This design comes from an exercise in tuning for small area, a short achievable clock period and few clock cycles per item on the open sky130 flow, not from production work.
Power and IR drop assume default switching activity.

==> module gr_encoder, before the edit <==
module gr_encoder (
    input  wire        clk,
    input  wire        rst,
    input  wire        in_valid,
    output wire        in_ready,
    input  wire        in_eos,
    input  wire [7:0]  in_rank,
    output reg         out_valid,
    input  wire        out_ready,
    output reg  [31:0] out_word,
    output reg         out_last
);
    wire [8:0]  in_sym = in_eos ? 9'd256 : {1'b0, in_rank};
    reg         bv;
    reg  [8:0]  bq;           
    reg  [7:0]  btail;        
    reg  [5:0]  bqk;          
    reg         beos;
    reg  [30:0] acc;          
    reg  [4:0]  cnt;          
    reg  [2:0]  zc;           
    reg         flush;        
    wire [2:0]  k;
    wire        a_eos  = in_eos;
    wire [8:0]  a_q    = in_sym >> k;
    wire [6:0]  a_r    = in_sym[6:0] & ((7'd1 << k) - 7'd1);
    wire [5:0]  a_qk   = a_q[5:0] + {3'd0, k} + 6'd1;
    wire [5:0]  pos5   = {1'b0, cnt} + {1'b0, bq[4:0]};
    wire        zstep  = (bq[8:5] != 4'd0) || pos5[5];
    wire [3:0]  zw     = bq[8:5] + {3'd0, pos5[5]};         
    wire [5:0]  tot    = {1'b0, cnt} + bqk;
    wire        wfull  = tot[5];
    wire [7:0]  t0     = btail;
    wire [8:0]  t1     = pos5[0] ? {t0, 1'b0}  : {1'b0, t0};
    wire [10:0] t2     = pos5[1] ? {t1, 2'd0}  : {2'd0, t1};
    wire [14:0] t3     = pos5[2] ? {t2, 4'd0}  : {4'd0, t2};
    wire [22:0] t4     = pos5[3] ? {t3, 8'd0}  : {8'd0, t3};
    wire [38:0] t5     = pos5[4] ? {t4, 16'd0} : {16'd0, t4};
    wire [38:0] comb   = {8'd0, acc & {31{!zstep}}} | t5;
    wire        zfit   = !(pos5[4] && pos5[3]) && !beos;
    wire        free   = !out_valid || out_ready;
    wire        zbusy  = (zc != 3'd0);
    wire        oslot  = free && !zbusy;                    
    wire        pk_out = flush || zstep || wfull || beos;   
    wire        pk_go  = (flush || bv) && (!pk_out || oslot);
    wire        bdone  = pk_go && !flush && (!zstep || zfit);
    wire        pk_goc = (flush || bv) && (!pk_out || (!out_valid && !zbusy));
    assign in_ready = !bv || (pk_goc && !flush && (!zstep || zfit));
    wire        bload  = in_valid && in_ready;
    gr_pe u_pe (
        .clk       (clk),
        .rst       (rst),
        .init      (bload && a_eos),
        .obs_valid (bload && !a_eos),
        .obs_rank  (in_rank),
        .k         (k)
    );
    always @(posedge clk) begin
        if (rst)
            bv <= 1'b0;
        else if (bload)
            bv <= 1'b1;
        else if (bdone)
            bv <= 1'b0;
    end
    always @(posedge clk) begin
        if (bload) begin
            bq    <= a_q;
            btail <= {a_r, 1'b1};
            bqk   <= a_qk;
            beos  <= a_eos;
        end else if (pk_go && !flush && zstep && !zfit) begin
            bq    <= 9'd0;
            bqk   <= bqk - bq[5:0];
        end
    end
    always @(posedge clk) begin
        if (rst) begin
            acc       <= 31'd0;
            cnt       <= 5'd0;
            zc        <= 3'd0;
            flush     <= 1'b0;
            out_valid <= 1'b0;
        end else begin
            if (out_ready)
                out_valid <= 1'b0;
            if (zbusy && free) begin
                out_valid <= 1'b1;
                out_word  <= 32'd0;
                out_last  <= 1'b0;
                zc        <= zc - 3'd1;
            end
            if (pk_go) begin
                if (flush) begin
                    out_valid <= 1'b1;
                    out_word  <= {1'b0, acc};
                    out_last  <= 1'b1;
                    acc       <= 31'd0;
                    cnt       <= 5'd0;
                    flush     <= 1'b0;
                end else if (zstep) begin
                    out_valid <= 1'b1;
                    out_word  <= {1'b0, acc};
                    out_last  <= 1'b0;
                    acc       <= zfit ? comb[30:0] : 31'd0;
                    cnt       <= zfit ? tot[4:0] : pos5[4:0];
                    zc        <= zw[2:0] - 3'd1;
                end else if (wfull) begin
                    out_valid <= 1'b1;
                    out_word  <= comb[31:0];
                    out_last  <= beos && (tot[4:0] == 5'd0);
                    acc       <= {24'd0, comb[38:32]};
                    cnt       <= tot[4:0];
                    flush     <= beos && (tot[4:0] != 5'd0);
                end else if (beos) begin
                    out_valid <= 1'b1;
                    out_word  <= comb[31:0];
                    out_last  <= 1'b1;
                    acc       <= 31'd0;
                    cnt       <= 5'd0;
                end else begin
                    acc <= comb[30:0];
                    cnt <= tot[4:0];
                end
            end
        end
    end
endmodule
==> flow/config.mk <==
export PLATFORM = sky130hd
export DESIGN_NAME = gr_codec
export DESIGN_NICKNAME = gr_codec
export VERILOG_FILES = /design/flow/design.v
export SDC_FILE = /design/flow/constraint.sdc
export NUM_CORES = 4
export LEC_CHECK = 0
export CAP_MARGIN = 20
export CORE_MARGIN = 2
export CORE_UTILIZATION = 40
export PLACE_DENSITY = 0.6
export SETUP_SLACK_MARGIN = 5
export SLEW_MARGIN = 20
==> flow/constraint.sdc <==
create_clock -name core_clock -period 10.0 [get_ports {clk}]
set_input_delay 2.0000 -clock core_clock [delete_from_list [all_inputs] [get_ports {clk}]]
set_output_delay 2.0000 -clock core_clock [all_outputs]
set_load 0.01 [all_outputs]
run.sh (not shown) runs the stock make flow with config.mk's settings and CLKGATE_MAP_FILE= SYNTH_SCRIPT=/design/flow/synth_recipe.tcl, a recipe that flattens the netlist after the stock synthesis.
Then changed:
--- a/flow/design.v
+++ b/flow/design.v
@@ -52,4 +52,8 @@
     output reg         out_last
 );
+    reg         f0v, f1v;
+    reg  [8:0]  f0, f1;       
+    assign in_ready = !f1v;
+    wire        push   = in_valid && !f1v;
     wire [8:0]  in_sym = in_eos ? 9'd256 : {1'b0, in_rank};
     reg         bv;
@@ -63,7 +67,7 @@
     reg         flush;        
     wire [2:0]  k;
-    wire        a_eos  = in_eos;
-    wire [8:0]  a_q    = in_sym >> k;
-    wire [6:0]  a_r    = in_sym[6:0] & ((7'd1 << k) - 7'd1);
+    wire        a_eos  = f0[8];
+    wire [8:0]  a_q    = f0 >> k;
+    wire [6:0]  a_r    = f0[6:0] & ((7'd1 << k) - 7'd1);
     wire [5:0]  a_qk   = a_q[5:0] + {3'd0, k} + 6'd1;
     wire [5:0]  pos5   = {1'b0, cnt} + {1'b0, bq[4:0]};
@@ -86,7 +90,5 @@
     wire        pk_go  = (flush || bv) && (!pk_out || oslot);
     wire        bdone  = pk_go && !flush && (!zstep || zfit);
-    wire        pk_goc = (flush || bv) && (!pk_out || (!out_valid && !zbusy));
-    assign in_ready = !bv || (pk_goc && !flush && (!zstep || zfit));
-    wire        bload  = in_valid && in_ready;
+    wire        bload  = f0v && (!bv || bdone);
     gr_pe u_pe (
         .clk       (clk),
@@ -94,8 +96,25 @@
         .init      (bload && a_eos),
         .obs_valid (bload && !a_eos),
-        .obs_rank  (in_rank),
+        .obs_rank  (f0[7:0]),
         .k         (k)
     );
     always @(posedge clk) begin
+        if (rst) begin
+            f0v <= 1'b0;
+            f1v <= 1'b0;
+        end else if (!f0v || bload) begin
+            f0v <= f1v || push;
+            f1v <= 1'b0;
+        end else if (push) begin
+            f1v <= 1'b1;
+        end
+    end
+    always @(posedge clk) begin
+        if (!f0v || bload)
+            f0 <= f1v ? f1 : in_sym;
+        if (f0v && !bload && push)
+            f1 <= in_sym;
+    end
+    always @(posedge clk) begin
         if (rst)
             bv <= 1'b0;
The new run finished with timing, DRC and antenna clean.
Non-clock buffer count increases by 11.
Synthesized cell count shrinks by 1.5%.
Power falls by 0.80%.
Die area rose by 2.2%.
Wire length stays flat.
Setup slack gains 0.023 ns.
Count of clock-buffer cells in the layout falls by 5.
Cell count does not change.
Utilization climbs by 0.16 points.
Synthesized area came out higher by 2.3%.
No functional check of the RTL was part of any run of this note.

==> what the ideal ports hide <==
In the flow no input, the clock included, has a driving cell. The finished layouts below were timed again as built, in two steps.
Step 1, drivers: a clkbuf_16 drives clk and a buf_2 each remaining input, both assumed.
Step 2, shift: input delay + t, output delay - t, t = (earliest + latest rising clock arrival at the registers) / 2. This alone moves slack from input paths to output paths.
a / b / c = ideal / step 1 / step 2; a / b = the first two.
run	t, ns	setup WS [ns]	worst setup path at the end
the first run	0.653	4.976 / 4.972 / 4.649	input to register
the second run	0.613	4.999 / 4.999 / 4.734	input to register
After both steps every run listed still meets setup and hold. For the first run, which loses most, drivers alone change the setup slack by -0.004 ns; drivers and shift together by -0.327 ns.
